This design comes from an exercise in tuning for small area, a short achievable clock period and few clock cycles per item on the open sky130 flow, not from production work.
Where RTL was checked, it was by simulation tests only, not by an equivalence proof against the original.
Power figures rest on the tool's default switching activity, not on a simulated workload.

## build 1
// ssrb_raster
module ssrb_raster (
    input  wire        clk,
    input  wire        rst,         
    input  wire        sp_valid,
    output wire        sp_ready,
    input  wire [31:0] sp_data,
    output reg         done,
    input  wire [3:0]  rd_col,
    input  wire [2:0]  rd_row,
    output wire [23:0] rd_pix
);
export LEC_CHECK = 0
export CAP_MARGIN = 20
export CORE_MARGIN = 2
export CORE_UTILIZATION = 75
export CTS_CLUSTER_DIAMETER = 80
export CTS_CLUSTER_SIZE = 28
export PLACE_DENSITY = 0.9
export SLEW_MARGIN = 20
export SYNTH_HIERARCHICAL = 1
export SYNTH_MEMORY_MAX_BITS = 16384
export SYNTH_MINIMUM_KEEP_SIZE = 0
create_clock -name core_clock -period 15.0 [get_ports {clk}]
standard.sh (not shown) runs the stock make flow with config.mk's settings and CLKGATE_MAP_FILE= SYNTH_SCRIPT=/design/flow/synth_recipe.tcl, a recipe that flattens the netlist after the stock synthesis.
==> flow/flow/run.sh <==
#!/bin/bash
# Layout flow: the standard flow's own layout (standard.sh, all ORFS steps from the
# standard synthesis to finish) with one change to the port buffers.
# buffer_ports still gives every input and output port a buffer, a buf_8
# here; then, after global placement, flow/ports.tcl makes all of them but
# those of the read address inputs rd_row and rd_col, which fan out across
# the read port, buf_2 cells. make's full output goes to standard.log here.
set -euo pipefail
bash standard.sh "BUFFER_PORTS_ARGS=-buffer_cell sky130_fd_sc_hd__buf_8" \
    "POST_GLOBAL_PLACE_TCL=$PWD/flow/ports.tcl" finish > standard.log 2>&1
==> flow/flow/ports.tcl <==
# Port buffers. buffer_ports gave every input and output port a buf_8; after
# global placement, the buffers of all ports but the read address inputs
# rd_row and rd_col (which fan out across the read port) become buf_2.
set block [ord::get_db_block]
foreach bterm [$block getBTerms] {
  set name [$bterm getName]
  if {[string match "rd_row*" $name] || [string match "rd_col*" $name]} { continue }
  set net [$bterm getNet]
  if {$net == "NULL"} { continue }
  foreach iterm [$net getITerms] {
    set inst [$iterm getInst]
    set master [[$inst getMaster] getName]
    if {$master == "sky130_fd_sc_hd__buf_8"} {
      puts "port $name: [$inst getName] $master -> sky130_fd_sc_hd__buf_2"
      replace_cell [get_cells [$inst getName]] sky130_fd_sc_hd__buf_2
    }
  }
}
Testbench counts of build 1, summed over its fixed seeds: cycles 524,560, columns 256.
## Diff of input files: build 31 against build 1
Settings: GPL_ROUTABILITY_DRIVEN: unset -> 0; PLACE_DENSITY: 0.9 -> 0.85; CORE_UTILIZATION: 75 -> 70.
==> comparison <==
- Build 31 vs. build 1: worst path setup slack after routing saw a decrease; detailed-placement wirelength estimate saw a decrease; via count of the routed design saw a decrease; met2 wire length saw a decrease.
- Final period utilization, build 31 and build 1, lower one = build 1.
Inputs modified between build 31 and build 23:
Settings: CORE_UTILIZATION: 70 -> 65; PLACE_DENSITY: 0.85 -> 0.8; GPL_ROUTABILITY_DRIVEN: 0 -> unset.
Findings:
Build 31 → build 23: hold slack picked up an extra 0.0088 ns; post-layout instance area saw an increase; length of routed wiring on met1 grew by 8.9%.
Register-to-register slack in build 23 is 0.03 ns below build 31.
Of the two candidates, build 31 has the worse final setup slack of the worst path and build 23 the better one.
Higher buffers plus inverters on the worst setup path was reported by build 23, not build 31.

* * *

## run A
ssrb_raster, a different RTL version from the one above (not shown whole).
Size: roughly 3,100 cells after synthesis, roughly 1,100 flip-flops, roughly 37,000 um2 of cells after synthesis.
export LEC_CHECK = 0
export CAP_MARGIN = 20
export CORE_MARGIN = 2
export CORE_UTILIZATION = 70
export CTS_CLUSTER_DIAMETER = 50
export CTS_CLUSTER_SIZE = 30
export PLACE_DENSITY = 0.85
export SLEW_MARGIN = 20
export SYNTH_HIERARCHICAL = 1
export SYNTH_MEMORY_MAX_BITS = 16384
export SYNTH_MINIMUM_KEEP_SIZE = 0
create_clock -name core_clock -period 15.0 [get_ports {clk}]
==> flow/flow/run.sh <==
#!/bin/bash
# Layout flow: the standard flow's own layout (standard.sh, all ORFS steps from the
# standard synthesis to finish) with one change to the port buffers.
# buffer_ports still gives every input and output port a buffer, a buf_2
# here; then, after global placement, flow/ports.tcl makes the buffers of
# the read address inputs rd_row and rd_col, which fan out across the read
# port, buf_8 cells. make's full output goes to standard.log here.
set -euo pipefail
bash standard.sh "BUFFER_PORTS_ARGS=-buffer_cell sky130_fd_sc_hd__buf_2" \
    "POST_GLOBAL_PLACE_TCL=$PWD/flow/ports.tcl" finish > standard.log 2>&1
==> flow/flow/ports.tcl <==
# Port buffers: buffer_ports gave every port a small buffer; the address
# inputs, which fan out across the read port, get a strong one.
set block [ord::get_db_block]
foreach bterm [$block getBTerms] {
  set name [$bterm getName]
  if {![string match "rd_row*" $name] && ![string match "rd_col*" $name]} { continue }
  set net [$bterm getNet]
  foreach iterm [$net getITerms] {
    set inst [$iterm getInst]
    set master [[$inst getMaster] getName]
    if {[string match "sky130_fd_sc_hd__buf_*" $master]} {
      puts "port $name: [$inst getName] $master -> sky130_fd_sc_hd__buf_8"
      replace_cell [get_cells [$inst getName]] sky130_fd_sc_hd__buf_8
    }
  }
}
Testbench counts of run A, summed over its fixed seeds: cycles 524,560, columns 256.
What run B does differently from run A at the input level:
- changing CTS_CLUSTER_SIZE from 30 to 28
- changing CTS_CLUSTER_DIAMETER from 50 to 80
==> flow/flow/run.sh <==
#!/bin/bash
# Layout flow: the standard flow's own layout (standard.sh, all ORFS steps from the
# standard synthesis to finish) with one change to the port buffers.
# buffer_ports still gives every input and output port a buffer, a buf_8
# here; then, after global placement, flow/ports.tcl makes all of them but
# those of the read address inputs rd_row and rd_col, which fan out across
# the read port, buf_2 cells. make's full output goes to standard.log here.
set -euo pipefail
bash standard.sh "BUFFER_PORTS_ARGS=-buffer_cell sky130_fd_sc_hd__buf_8" \
    "POST_GLOBAL_PLACE_TCL=$PWD/flow/ports.tcl" finish > standard.log 2>&1
==> flow/flow/ports.tcl <==
# Port buffers. buffer_ports gave every input and output port a buf_8; after
# global placement, the buffers of all ports but the read address inputs
# rd_row and rd_col (which fan out across the read port) become buf_2.
set block [ord::get_db_block]
foreach bterm [$block getBTerms] {
  set name [$bterm getName]
  if {[string match "rd_row*" $name] || [string match "rd_col*" $name]} { continue }
  set net [$bterm getNet]
  if {$net == "NULL"} { continue }
  foreach iterm [$net getITerms] {
    set inst [$iterm getInst]
    set master [[$inst getMaster] getName]
    if {$master == "sky130_fd_sc_hd__buf_8"} {
      puts "port $name: [$inst getName] $master -> sky130_fd_sc_hd__buf_2"
      replace_cell [get_cells [$inst getName]] sky130_fd_sc_hd__buf_2
    }
  }
}
### Flow results
- Run B | stages: all done | timing, DRC, antenna: all pass
- Against run A, run B reports a total wire length after detailed routing that is lower.
- Run B and run A ended up with nearly the same combinational power.
- Cmp run B and run A / part of the total power dissipated in sequential elements / higher: run B
- Post-detailed-route via-to-cell ratio: run B vs run A down 1.1%
- In run B, hold slack is higher than in run A.
- From run B to run A, count of final max-slew check failures did not move at all.
- Of run B and run A, the lower maximum number of pins on one net before global-route repair belongs to run A.
--- input diff run B..run C ---
- CTS_CLUSTER_DIAMETER now 50, was 80
- CTS_CLUSTER_SIZE now 30, was 28
## What came out
Compare run B and run C | clock network fraction of total power higher: run C. Comparing run B and run C, the higher clock tree buffer count of the final layout was measured on run C. Re utilization after layout: run B and run C aren't equal, and the higher value belongs to run C. Looking only at antenna cell count, and setting everything else aside, the lower value of run B and run C goes to run B. The final reports for run C and run B show part of the cycle the worst path needs higher in the former. Run C vs. run B: delay of the slowest critical-path stage shows an increase of 510 ps; design area picked up an extra 3.1%; worst setup slack after layout down 180 ps.

* * *

Setup of the reference run:
Another version of the RTL of ssrb_raster (not shown whole).
For scale: about 3000 cells after synthesis, roughly 1100 flip-flops, about 68 I/O pins, about 38000 um^2 of cells after synthesis.
==> flow/config.mk <==
export PLATFORM = sky130hd
export DESIGN_NAME = ssrb_raster
export DESIGN_NICKNAME = ssrb_raster
export VERILOG_FILES = /design/flow/design.v
export SDC_FILE = /design/flow/constraint.sdc
export NUM_CORES = 8
export LEC_CHECK = 0
export CAP_MARGIN = 20
export CORE_MARGIN = 2
export CORE_UTILIZATION = 70
export CTS_CLUSTER_DIAMETER = 50
export CTS_CLUSTER_SIZE = 30
export PLACE_DENSITY = 0.85
export SLEW_MARGIN = 20
export SYNTH_HIERARCHICAL = 1
export SYNTH_MEMORY_MAX_BITS = 16384
export SYNTH_MINIMUM_KEEP_SIZE = 0
==> flow/constraint.sdc <==
create_clock -name core_clock -period 15.0 [get_ports {clk}]
set_input_delay 3.0000 -clock core_clock [delete_from_list [all_inputs] [get_ports {clk}]]
set_output_delay 3.0000 -clock core_clock [all_outputs]
set_load 0.01 [all_outputs]
run.sh (not shown) runs the stock make flow with config.mk's settings and CLKGATE_MAP_FILE= SYNTH_SCRIPT=/design/flow/synth_recipe.tcl, a recipe that flattens the netlist after the stock synthesis.
Stock flow here: none of the scripts above is used.
The reference run completed every stage of the flow, and the final layout passed the timing, DRC and antenna checks.
The inputs of the trial run differ from those of the reference run as listed below.
==> flow/flow/run.sh (new file) <==
#!/bin/bash
# Layout flow: the standard flow's own layout (standard.sh, all ORFS steps from the
# standard synthesis to finish) with one change: the buffers that
# buffer_ports puts on every input and output port are buf_4 cells, not the
# cell it picks by default. make's full output goes to standard.log here.
set -euo pipefail
bash standard.sh "BUFFER_PORTS_ARGS=-buffer_cell sky130_fd_sc_hd__buf_4" finish > standard.log 2>&1
==> flow/standard.sh (new file) <==
#!/bin/bash
# synth_recipe.tcl (not shown) runs the flow's synth.tcl, then flattens the netlist and writes it again
# the make line also repeats each setting of config.mk as NAME=value (left out here)
make -C /OpenROAD-flow-scripts/flow DESIGN_CONFIG=/design/flow/config.mk WORK_HOME=/design/flow/orfs CLKGATE_MAP_FILE= SYNTH_SCRIPT=/design/flow/synth_recipe.tcl "${@:-finish}"
removed: flow/run.sh
Notes after the runs:
Across the reference run and the trial run, the outcome is the same: a clean finish for every run.
The library cell contributing the largest single delay on the critical path comes out buf_4 in one run and clkdlybuf4s50_1 in the other, namely in the trial run and the reference run respectively.
Combinational fraction of design power: the trial run vs the reference run down 0.4 points
Switching component of the power ends up lower on the reference run.
In the trial run, the global-route usage over all layers came out 0.37 points above the value in the reference run.
The trial run vs the reference run — first-iteration DRC count dropped by a few percent
Looking at worst hold slack, the trial run sits 0.010 ns above the reference run.
Final critical-path required period, the reference run and the trial run: smaller value in the trial run
Summary: with the reference run as the reference, non-clock buffer count in the trial run moved up slightly.
Function was not checked in any run of this note: the RTL went through the layout flow alone.

afterwards: timing with drivers on the ports:
The flow's constraints put no driver on any port. The routed layouts listed below were extracted and timed again, unchanged, in two steps.
Step 1 sets driving cells, clkbuf_16 on the clock port and buf_2 on the other inputs (assumed; they add their load-dependent delay and slew).
Step 2 moves the port delays by t, midway between the first and last clock arrival at a register: inputs arrive t later, outputs are due t later. That takes back most of the time a late clock gives input paths.
Three values: no drivers, after step 1, after step 2; two values: the first two.
run	t, ns	setup slack, ns	slew at the worst register clock pin (ns)
build 1	0.694	10.309 / 10.311 / 9.617	0.11 / 0.11
build 31	0.693	10.193 / 10.197 / 9.504	0.10 / 0.10
build 23	0.690	10.283 / 10.276 / 9.586	0.11 / 0.11
run A	0.688	10.046 / 10.053 / 9.365	0.11 / 0.11
run B	0.683	10.428 / 10.435 / 9.755	0.10 / 0.10
run C	0.691	10.245 / 10.270 / 9.580	0.11 / 0.11
the reference run	0.694	9.469 / 9.477 / 8.783	0.11 / 0.11
the trial run	0.697	9.551 / 9.548 / 8.852	0.11 / 0.11
After both steps setup and hold are still met in every run listed. The setup slack of the trial run, which loses most, moves by -0.003 ns with the drivers and by -0.699 ns with both steps.
